Source: an optimization exercise on an open RTL-to-GDS flow (aim: small area, a short achievable clock period and few clock cycles per item). Production flows keep margins and buffers that such runs may drop.
The RTL of this run was laid out without a check of its function.

`design.v`:
```
module sds_share_add #(
    parameter integer W = 7
) (
    input  wire        [11:0] t,
    input  wire signed [12:0] e,
    output wire        [11:0] y
);
    wire neg = e[12];
    wire [15:0] x;                   
    generate
        if (W == 1) begin : g1
            assign x = {{3{e[12]}}, e};
        end else if (W == 3) begin : g3
            sds_rca #(16) u_x (.a({{2{e[12]}}, e, 1'b0}), .b({{3{e[12]}}, e}), .ci(1'b0), .s(x));
        end else if (W == 5) begin : g5
            sds_rca #(16) u_x (.a({e[12], e, 2'b00}), .b({{3{e[12]}}, e}), .ci(1'b0), .s(x));
        end else begin : g7
            sds_rca #(16) u_x (.a({e, 3'b000}), .b(~{{3{e[12]}}, e}), .ci(1'b1), .s(x));
        end
    endgenerate
    wire c4 = x[3] & (|x[2:0] | ~neg);
    wire [13:0] s;
    sds_rca #(14) u_s (.a({2'b00, t}), .b({{2{x[15]}}, x[15:4]}), .ci(c4), .s(s));
    sds_clamp u_c (.s(s), .y(y));
endmodule
module sds_rca #(
    parameter integer W = 8
) (
    input  wire [W-1:0] a,
    input  wire [W-1:0] b,
    input  wire         ci,
    output wire [W-1:0] s
);
    wire [W:0] c;
    assign c[0] = ci;
    genvar i;
    generate
        for (i = 0; i < W; i = i + 1) begin : g
            assign s[i]   = a[i] ^ b[i] ^ c[i];
            assign c[i+1] = (a[i] & b[i]) | (c[i] & (a[i] ^ b[i]));
        end
    endgenerate
endmodule
module sds_clamp (
    input  wire [13:0] s,
    output wire [11:0] y
);
    wire neg = s[13];
    wire ovf = ~s[13] & (s[12] | (&s[11:4] & |s[3:0]));
    assign y[11:4] = {8{~neg}} & ({8{ovf}} | s[11:4]);
    assign y[3:0]  = {4{~(neg | ovf)}} & s[3:0];
endmodule
module sds_nearest (
    input  wire        [11:0] vr,
    input  wire        [11:0] vg,
    input  wire        [11:0] vb,
    output wire        [2:0]  idx,
    output wire signed [12:0] er,
    output wire signed [12:0] eg,
    output wire signed [12:0] eb
);
    wire [19:0] r3, r67, r100, r191, r194, r232, r255;
    wire [19:0] g5, g9, g13, g126, g138, g164, g243, g255;
    wire [19:0] b3, b28, b244, b255;
    sds_rca #(20) a01 (.a({8'b0, vr}),            .b({7'b0, vr, 1'b0}),       .ci(1'b0), .s(r3));
    sds_rca #(20) a02 (.a({2'b0, vr, 6'b0}),      .b(r3),                     .ci(1'b0), .s(r67));
    sds_rca #(20) a03 (.a({r3[14:0], 5'b0}),      .b({6'b0, vr, 2'b0}),       .ci(1'b0), .s(r100));
    sds_rca #(20) a04 (.a({r3[13:0], 6'b0}),      .b(~{8'b0, vr}),            .ci(1'b1), .s(r191));
    sds_rca #(20) a05 (.a({r3[13:0], 6'b0}),      .b({7'b0, vr, 1'b0}),       .ci(1'b0), .s(r194));
    sds_rca #(20) a06 (.a({vr, 8'b0}),            .b(~{r3[16:0], 3'b0}),      .ci(1'b1), .s(r232));
    sds_rca #(20) a07 (.a({vr, 8'b0}),            .b(~{8'b0, vr}),            .ci(1'b1), .s(r255));
    sds_rca #(20) a08 (.a({6'b0, vg, 2'b0}),      .b({8'b0, vg}),             .ci(1'b0), .s(g5));
    sds_rca #(20) a09 (.a({5'b0, vg, 3'b0}),      .b({8'b0, vg}),             .ci(1'b0), .s(g9));
    sds_rca #(20) a10 (.a({vg, 8'b0}),            .b(~{8'b0, vg}),            .ci(1'b1), .s(g255));
    sds_rca #(20) a11 (.a({1'b0, vg, 7'b0}),      .b(~{7'b0, vg, 1'b0}),      .ci(1'b1), .s(g126));
    sds_rca #(20) a12 (.a({1'b0, vg, 7'b0}),      .b({g5[18:0], 1'b0}),       .ci(1'b0), .s(g138));
    sds_rca #(20) a13 (.a({1'b0, vg, 7'b0}),      .b({g9[17:0], 2'b0}),       .ci(1'b0), .s(g164));
    sds_rca #(20) a14 (.a({5'b0, vg, 3'b0}),      .b(g5),                     .ci(1'b0), .s(g13));
    sds_rca #(20) a15 (.a({vg, 8'b0}),            .b(~g13),                   .ci(1'b1), .s(g243));
    sds_rca #(20) a16 (.a({vb, 8'b0}),            .b(~{8'b0, vb}),            .ci(1'b1), .s(b255));
    sds_rca #(20) a17 (.a({3'b0, vb, 5'b0}),      .b(~{6'b0, vb, 2'b0}),      .ci(1'b1), .s(b28));
    sds_rca #(20) a18 (.a({8'b0, vb}),            .b({7'b0, vb, 1'b0}),       .ci(1'b0), .s(b3));
    sds_rca #(20) a19 (.a({vb, 8'b0}),            .b(~{b3[17:0], 2'b0}),      .ci(1'b1), .s(b244));
    localparam [23:0] K1 = 24'd8388608 - 24'd1560600;
    localparam [23:0] K2 = 24'd8388608 - 24'd194536;
    localparam [23:0] K3 = 24'd8388608 - 24'd632968;
    localparam [23:0] K4 = 24'd8388608 - 24'd291848;
    localparam [23:0] K5 = 24'd8388608 - 24'd1017680;
    localparam [23:0] K6 = 24'd8388608 - 24'd557600;
    localparam [23:0] K7 = 24'd8388608 - 24'd992544;
    wire [23:0] h0 = 24'd8388608;
    wire [23:0] h1, h2, h3, h4, h5, h6, h7, t1, t2, t3, t5, t7;
    sds_rca #(24) s1a (.a({4'b0, r255}), .b({4'b0, g255}),        .ci(1'b0), .s(t1));
    sds_rca #(24) s1b (.a(t1),           .b({4'b0, b255} + K1),   .ci(1'b0), .s(h1));
    sds_rca #(24) s2a (.a({4'b0, r67}),  .b({4'b0, g138}),        .ci(1'b0), .s(t2));
    sds_rca #(24) s2b (.a(t2),           .b({4'b0, b28} + K2),    .ci(1'b0), .s(h2));
    sds_rca #(24) s3a (.a({4'b0, r100}), .b({6'b0, vg, 6'b0}),    .ci(1'b0), .s(t3));
    sds_rca #(24) s3b (.a(t3),           .b({4'b0, b255} + K3),   .ci(1'b0), .s(h3));
    sds_rca #(24) s4  (.a({4'b0, r191}), .b(K4),                  .ci(1'b0), .s(h4));
    sds_rca #(24) s5a (.a({4'b0, r255}), .b({4'b0, g243}),        .ci(1'b0), .s(t5));
    sds_rca #(24) s5b (.a(t5),           .b({3'b0, b28, 1'b0} + K5), .ci(1'b0), .s(h5));
    sds_rca #(24) s6  (.a({4'b0, r232}), .b({4'b0, g126} + K6),   .ci(1'b0), .s(h6));
    sds_rca #(24) s7a (.a({4'b0, r194}), .b({4'b0, g164}),        .ci(1'b0), .s(t7));
    sds_rca #(24) s7b (.a(t7),           .b({4'b0, b244} + K7),   .ci(1'b0), .s(h7));
    wire ge02 = h0 >= h2, ge03 = h0 >= h3, ge04 = h0 >= h4;
    wire ge15 = h1 >= h5, ge17 = h1 >= h7;
    wire ge23 = h2 >= h3, ge24 = h2 >= h4, ge25 = h2 >= h5, ge26 = h2 >= h6, ge27 = h2 >= h7;
    wire ge34 = h3 >= h4, ge36 = h3 >= h6, ge37 = h3 >= h7;
    wire ge46 = h4 >= h6, ge47 = h4 >= h7;
    wire ge56 = h5 >= h6, ge57 = h5 >= h7;
    wire ge67 = h6 >= h7;
    wire w0 =  ge02 &  ge03 &  ge04;
    wire w1 =  ge15 &  ge17;
    wire w2 = ~ge02 &  ge23 &  ge24 &  ge25 &  ge26 & ge27;
    wire w3 = ~ge03 & ~ge23 &  ge34 &  ge36 &  ge37;
    wire w4 = ~ge04 & ~ge24 & ~ge34 &  ge46 &  ge47;
    wire w5 = ~ge15 & ~ge25 &  ge56 &  ge57;
    wire w6 = ~ge26 & ~ge36 & ~ge46 & ~ge56 &  ge67;
    wire w7 = ~ge17 & ~ge27 & ~ge37 & ~ge47 & ~ge57 & ~ge67;
    assign idx = {w4 | w5 | w6 | w7, w2 | w3 | w6 | w7, w1 | w3 | w5 | w7};
    wire [7:0] pr = ({8{w1}} & 8'd255) | ({8{w2}} & 8'd67)  | ({8{w3}} & 8'd100) | ({8{w4}} & 8'd191) |
                    ({8{w5}} & 8'd255) | ({8{w6}} & 8'd232) | ({8{w7}} & 8'd194);
    wire [7:0] pg = ({8{w1}} & 8'd255) | ({8{w2}} & 8'd138) | ({8{w3}} & 8'd64)  |
                    ({8{w5}} & 8'd243) | ({8{w6}} & 8'd126) | ({8{w7}} & 8'd164);
    wire [7:0] pb = ({8{w1}} & 8'd255) | ({8{w2}} & 8'd28)  | ({8{w3}} & 8'd255) |
                    ({8{w5}} & 8'd56)  | ({8{w7}} & 8'd244);
    wire [8:0] dr, dg, db;
    sds_rca #(9) u_er (.a({1'b0, vr[11:4]}), .b(~{1'b0, pr}), .ci(1'b1), .s(dr));
    sds_rca #(9) u_eg (.a({1'b0, vg[11:4]}), .b(~{1'b0, pg}), .ci(1'b1), .s(dg));
    sds_rca #(9) u_eb (.a({1'b0, vb[11:4]}), .b(~{1'b0, pb}), .ci(1'b1), .s(db));
    assign er = {dr, vr[3:0]};
    assign eg = {dg, vg[3:0]};
    assign eb = {db, vb[3:0]};
endmodule
module sds_dither (
    input  wire        clk,
    input  wire        rst,
    input  wire        start,
    input  wire [6:0]  cfg_width,
    input  wire [8:0]  cfg_height,
    output reg         busy,
    output reg         geom_err,
    input  wire        in_valid,
    output reg         in_ready,
    input  wire [23:0] in_rgb,
    output reg         out_valid,
    input  wire        out_ready,
    output reg  [2:0]  out_idx
);
    localparam integer MAX_W = 64;
    localparam integer MAX_H = 480;
    localparam integer CAP   = 5;       
    localparam integer EW    = 39;      
    reg        run;            
    reg [6:0]  w;              
    reg [8:0]  h;
    reg        vi;             
    reg [23:0] rgb_q;
    reg [5:0]  px;             
    reg [8:0]  py;
    reg        vb;             
    reg        xb0;            
    reg        ph1, ph2;       
    reg [2:0]  nfl;            
    reg        pop_q;
    wire geom_ok = (cfg_width  != 7'd0) && (cfg_width  <= MAX_W) &&
                   (cfg_height != 9'd0) && (cfg_height <= MAX_H);
    wire acc_start = start & ~busy & ~rst;
    wire take      = in_valid & in_ready;
    wire pop       = out_valid & out_ready;
    wire slow      = (w < 7'd3);                     
    wire px_last   = ({1'b0, px} == w - 7'd1);
    wire px_penult = ({1'b0, px} == w - 7'd2);
    wire py_last   = (py == h - 9'd1);
    wire py_penult = (py == h - 9'd2);
    wire last_in   = vi ? ((px_penult & py_last) | ((w == 7'd1) & py_penult))
                        : (px_last & py_last);
    wire run_nx    = acc_start ? geom_ok : (run & ~(take & last_in));
    wire [2:0] nf  = nfl + {2'b0, vi} - {2'b0, pop_q};
    wire room      = ({1'b0, nf} + {3'b0, in_ready} + 4'd1) <= CAP;
    wire last_out  = ~run & (nf == 3'd1);
    always @(posedge clk) begin
        rgb_q <= in_rgb;
        if (acc_start) begin
            w <= cfg_width;
            h <= cfg_height;
        end
        if (rst) begin
            run      <= 1'b0;
            busy     <= 1'b0;
            geom_err <= 1'b0;
            in_ready <= 1'b0;
            vi       <= 1'b0;
            vb       <= 1'b0;
            ph1      <= 1'b0;
            ph2      <= 1'b0;
            nfl      <= 3'd0;
            pop_q    <= 1'b0;
        end else begin
            run      <= run_nx;
            busy     <= busy ? ~(pop & last_out) : (start & geom_ok);
            if (acc_start)
                geom_err <= ~geom_ok;
            in_ready <= run_nx & (acc_start | (room & ~(slow & (take | vi))));
            vi       <= take;
            vb       <= vi;
            ph1      <= vi & slow & px_last;
            ph2      <= ph1 & (w == 7'd1);
            nfl      <= nf;
            pop_q    <= pop;
        end
        if (acc_start) begin
            px <= 6'd0;
            py <= 9'd0;
        end else if (vi) begin
            if (px_last) begin
                px <= 6'd0;
                py <= py + 9'd1;
            end else begin
                px <= px + 6'd1;
            end
        end
        xb0 <= (px == 6'd0);
    end
    wire shift = vi | ph1 | ph2;
    wire [EW-1:0] e_cur;             
    reg  [EW-1:0] sr0, sr1;          
    reg  [EW-1:0] t_u, t_ul;         
    reg  [30*EW-1:0] seg30;
    reg  [16*EW-1:0] seg16;
    reg  [8*EW-1:0]  seg8;
    reg  [4*EW-1:0]  seg4;
    reg  [2*EW-1:0]  seg2;
    reg  [EW-1:0]    seg1;
    wire [6:0] weff = slow ? 7'd3 : w;
    wire [5:0] m    = weff[5:0] - 6'd3;
    wire       u30  = (m >= 6'd30);
    wire [4:0] mr   = u30 ? (m - 6'd30) : m[4:0];
    wire [EW-1:0] o30 = u30   ? seg30[30*EW-1 -: EW] : sr1;
    wire [EW-1:0] o16 = mr[4] ? seg16[16*EW-1 -: EW] : o30;
    wire [EW-1:0] o8  = mr[3] ? seg8[8*EW-1 -: EW]   : o16;
    wire [EW-1:0] o4  = mr[2] ? seg4[4*EW-1 -: EW]   : o8;
    wire [EW-1:0] o2  = mr[1] ? seg2[2*EW-1 -: EW]   : o4;
    wire [EW-1:0] t_ur = mr[0] ? seg1 : o2;
    always @(posedge clk) begin
        if (shift | vb)
            sr0 <= e_cur;
        if (shift)
            sr1 <= vb ? e_cur : sr0;
        if (shift) begin
            seg30 <= {seg30[29*EW-1:0], sr1};
            seg16 <= {seg16[15*EW-1:0], o30};
            seg8  <= {seg8[7*EW-1:0],   o16};
            seg4  <= {seg4[3*EW-1:0],   o8};
            seg2  <= {seg2[EW-1:0],     o4};
            seg1  <= o2;
            t_u   <= t_ur;
            t_ul  <= t_u;
        end
    end
    wire up   = (py != 9'd0);
    wire m_ul = up & (px != 6'd0);
    wire m_u  = up;
    wire m_ur = up & ~px_last;
    wire [EW-1:0] e_ul = {EW{m_ul}} & t_ul;
    wire [EW-1:0] e_u  = {EW{m_u}}  & t_u;
    wire [EW-1:0] e_ur = {EW{m_ur}} & t_ur;
    reg  [35:0] a3_q;
    wire [35:0] a3;
    genvar c;
    generate
        for (c = 0; c < 3; c = c + 1) begin : g_a
            localparam integer PB = 16 - 8 * c;
            localparam integer EB = 26 - 13 * c;
            localparam integer VB = 24 - 12 * c;
            wire [11:0] t1, t2;
            sds_share_add #(.W(1)) u_s1 (.t({rgb_q[PB +: 8], 4'b0000}), .e(e_ul[EB +: 13]), .y(t1));
            sds_share_add #(.W(5)) u_s5 (.t(t1), .e(e_u[EB +: 13]),  .y(t2));
            sds_share_add #(.W(3)) u_s3 (.t(t2), .e(e_ur[EB +: 13]), .y(a3[VB +: 12]));
        end
    endgenerate
    always @(posedge clk)
        a3_q <= a3;
    wire [EW-1:0] e_l = {EW{~xb0}} & sr1;
    wire [35:0] v;
    generate
        for (c = 0; c < 3; c = c + 1) begin : g_b
            localparam integer EB = 26 - 13 * c;
            localparam integer VB = 24 - 12 * c;
            sds_share_add #(.W(7)) u_s7 (.t(a3_q[VB +: 12]), .e(e_l[EB +: 13]), .y(v[VB +: 12]));
        end
    endgenerate
    wire [2:0] k;
    wire signed [12:0] er, eg, eb;
    sds_nearest u_nearest (
        .vr(v[35:24]), .vg(v[23:12]), .vb(v[11:0]),
        .idx(k),
        .er(er), .eg(eg), .eb(eb)
    );
    assign e_cur = {er, eg, eb};
    reg [2:0] fq0, fq1, fq2, fq3;
    reg [1:0] wp, rp;
    reg [2:0] fc;
    wire      ofree = ~out_valid | out_ready;
    wire      fq_pop  = ofree & (fc != 3'd0);
    wire      bypass  = ofree & (fc == 3'd0);
    wire      fq_push = vb & ~bypass;
    wire [2:0] fq_head = rp[1] ? (rp[0] ? fq3 : fq2) : (rp[0] ? fq1 : fq0);
    always @(posedge clk) begin
        if (rst) begin
            out_valid <= 1'b0;
            wp <= 2'd0;
            rp <= 2'd0;
            fc <= 3'd0;
        end else begin
            if (ofree) begin
                out_valid <= fq_pop | vb;
                out_idx   <= fq_pop ? fq_head : k;
            end
            if (fq_push) begin
                case (wp)
                    2'd0: fq0 <= k;
                    2'd1: fq1 <= k;
                    2'd2: fq2 <= k;
                    default: fq3 <= k;
                endcase
                wp <= wp + 2'd1;
            end
            if (fq_pop)
                rp <= rp + 2'd1;
            fc <= fc + {2'b0, fq_push} - {2'b0, fq_pop};
        end
    end
endmodule
```
`run.sh`:
```
#!/bin/bash
# synth_recipe.tcl (not shown) runs the flow's synth.tcl, then flattens the netlist and writes it again
# the make line also repeats each setting of config.mk as NAME=value (left out here)
make -C /OpenROAD-flow-scripts/flow DESIGN_CONFIG=/design/flow/config.mk WORK_HOME=/design/flow/orfs CLKGATE_MAP_FILE= SYNTH_SCRIPT=/design/flow/synth_recipe.tcl finish
```
`config.mk`:
```
export PLATFORM = sky130hd
export DESIGN_NAME = sds_dither
export DESIGN_NICKNAME = sds_dither
export VERILOG_FILES = /design/flow/design.v
export SDC_FILE = /design/flow/constraint.sdc
export NUM_CORES = 4
export LEC_CHECK = 0
export CAP_MARGIN = 20
export CORE_MARGIN = 2
export CORE_UTILIZATION = 40
export SLEW_MARGIN = 20
```
`constraint.sdc`:
```
create_clock -name core_clock -period 70.0 [get_ports {clk}]
set_input_delay 14.0000 -clock core_clock [delete_from_list [all_inputs] [get_ports {clk}]]
set_output_delay 14.0000 -clock core_clock [all_outputs]
set_load 0.01 [all_outputs]
```
==> flow_summary.toml <==
[run_status]
outcome = "timing/DRC/antenna clean"

[timing]
hold_viol = 0
worst_pin_slew_ns = 1.212
finalSetupTns_ns = 0
report.final.slew_viol_count = 0
max_freq_ghz = 0.04242
relSlewSlack = 0.1919
fin_crit_sh = 0.3367
skew_ns = 0.08694
rsz0062_at_grt = "no"
setup_viol = 0
fin_crit_ns = 23.57

[setup_path]
critPathKind = "reg2reg"
worstPathBufferInverterCount = 16
setup.worst_path.end_class = "flop"
worstPathRequired_ns = 70.60
slowest_stage = "nor4_1"
crit_path_start_kind = "flop"
crit_family = "adder cells"
crit_top_cell = "fa_1"
crit_path_max_fanout = 39
critical-path-max-stage-delay_ns = 0.98
worstPathArrival_ns = 24.18

[die]
dieArea_um2 = 290700
die_x_um = 539.2
std_cell_rows = 196
pin_count = 52
coreArea_um2 = 285000
die_h_um = 539.2
initial_core_util = 0.4020

[clock_network]
htree_levels = 5
cts_tree = "yes"
clock_path_buffers = 4
cts_setup_buffers = 0
path_clk_slew_ns = 0.06
numClockSinks = 2662
ctsHoldBuffers = 0
clk-insertion-delay-late_ns = 0.87
cts_root_buf = "clkbuf_16"
cts_made_buffers = 275
cts-resized-gates = 0

[grt]
antenna_found_initial = 12
grt_max_degree = 207
track_usage = 0.1705
overflow = 0
grt_pass1_wl_um = 369900
grt_pass1_vias = 56640

[yosys]
synth_top_area_share = 0.6726
avgSynthCellArea_um2 = 16.82
synth_area_leaders = "edfxtp_1 67%, fa_1 10%, ha_1 6.2%, inv_1 2.6%, dfxtp_1 1.7%"
synthArstFlopShare = 0
synth-edff-count = 2566
syn-instance-count = 6811
seq_area_frac_synth = 0.6894
synth_fp_nets = 8018
ys_warn_count = 1
synthTopCellsByCount = "2,566 x edfxtp_1, 782 x inv_1, 592 x fa_1"
yosys.area.top_type = "edfxtp_1"
synthMostInstantiatedCell = "edfxtp_1"
yosys_register_bits = 2662
synthDistinctLibCells = 95
syn_area_um2 = 114600
synthFlopType = "edfxtp_1"

[place]
postPlaceCellArea_um2 = 119900
gp_congestion = 0.9494
portBuffers = 51
place_inst = 10570
hpwl_um = 177300

[flow_run]
max_cap_violations = 0

[routing]
ant_nets = 0
drcViolationCount = 0
met2_length_um = 112700
drt_pre_antenna_iters = 6
vias = 56170
dr_wl_met3_um = 14740
met1_length_um = 115600
vias_per_cell = 5.086
highest_layer = "met5"
drt_iter0_drc = 5244
routedWlPerCell_um = 22.68
wl_um = 250500

[final_layout]
finalNonFillerCells = 11040
num-nets-final = 8295
drive_gt1_frac = 0.08598
stdcell_area_um2 = 128300
syn_to_final_growth_pct = 11.99

[min_path]
hold_class = "reg2reg"
==> path summary, 6_finish.rpt <==
| kind | endpoint | start | slack, ns | cells after the start |
|---|---|---|---|---|
| max reg2reg | sr1[37]$_DFFE_PP_ | xb0$_DFF_P_ | 46.43 | 79 |
| max | sr1[37]$_DFFE_PP_ | xb0$_DFF_P_ | 46.43 | 79 |
| min reg2reg | seg30[589]$_DFFE_PP_ | seg30[550]$_DFFE_PP_ | 0.36 | 0 |
| min | seg30[589]$_DFFE_PP_ | seg30[550]$_DFFE_PP_ | 0.36 | 0 |
==> per-layer routing <==
layer | global-route usage | vias up
li1 | - | 25410
met1 | 0.2498 | 28840
met2 | 0.2585 | 1527
met3 | 0.03052 | 392
met4 | 0.05335 | 4
met5 | 0 | -
==> flip-flops by register name (all words and copies together) (netlist names), 24 cells and up <==
register  count
seg2         78
seg16       624
seg30      1170
seg4        156
seg8        312
t_u          39
rgb_q        24
seg1         39
t_ul         39
sr1          39
sr0          39
a3_q         36
==> cell families (layout without fill, tap and decap cells) <==
group,count (synthesis),count (layout),share of synthesized area
DFF,2662,2662,0.6894
adders and majority gates,1163,1163,0.1658
and+or+nand+nor,1049,1049,0.04554
buffers and inverters,923,1393,0.03131
AOI/OAI and AO/OA,827,827,0.05211
xor gates and xnor gates,133,133,0.01017
muxes,54,54,0.005690
other,0,1,0
==> stage by stage <==
| stage | hold WS, ns | setup WS (ns) | utilization |
|---|---|---|---|
| after floorplan | 0.4003 | 9.861 | - |
| after global placement | 0.4002 | 46.94 | 0.4209 |
| after detailed placement | 0.4045 | 46.51 | 0.4209 |
| after CTS | 0.3552 | 46.55 | 0.4502 |
| after global routing | 0.3600 | 45.40 | 0.4502 |
| final | 0.3590 | 46.43 | 0.4502 |
==> cell usage in the layout (no fill, tap or decap), drive strengths merged, types with 64 or more instances in the layout <==
cell and instances:
inv 795, nor2 250, o21ai 169, buf 85, ha 570, xor2 65
a21o 85, clkbuf 351, dfxtp 96, xnor2 68, clkinv 97, nand2b 64
o21a 79, a21oi 170, o211ai 93, fa 592, nand2 314, nand4 85
edfxtp 2566
==> cell type report <==
class | count | area, um2
diodes | 1 | 2.502
clock buffers | 351 | 7396
clock inverters | 119 | 938.4
fillers | 24520 | 156700
inverters | 787 | 2957
multi-input cells | 3226 | 32080
flip-flops and latches | 2662 | 78980
well taps | 3762 | 4707
repair buffers | 136 | 1240

-- what the ideal ports hide --
No port has a modelled driver above. Below, the same layout with a new extraction and two added sets of constraints.
Step 1 assumes that a clkbuf_16 drives the clock port and a buf_2 every other input.
Step 2 adds t to the input delays and takes it off the output delays; t is the mean of the earliest and latest rising clock arrival at the registers after step 1. Input paths then give back, and output paths get back, about the clock's delay inside the block.
a / b / c = no drivers / after step 1 / after step 2; a / b = the first two.
t (ns): 0.915
setup WS [ns]: 46.428 / 46.428 / 46.428
hold slack, ns: 0.359 / 0.359 / 0.359
worst setup path at the end: register to register
worst slew at a driven data input, ns: 0.10
After both steps setup and hold are still met in this run. The setup slack of this run moves by 0.000 ns with the drivers and by 0.000 ns with both steps.
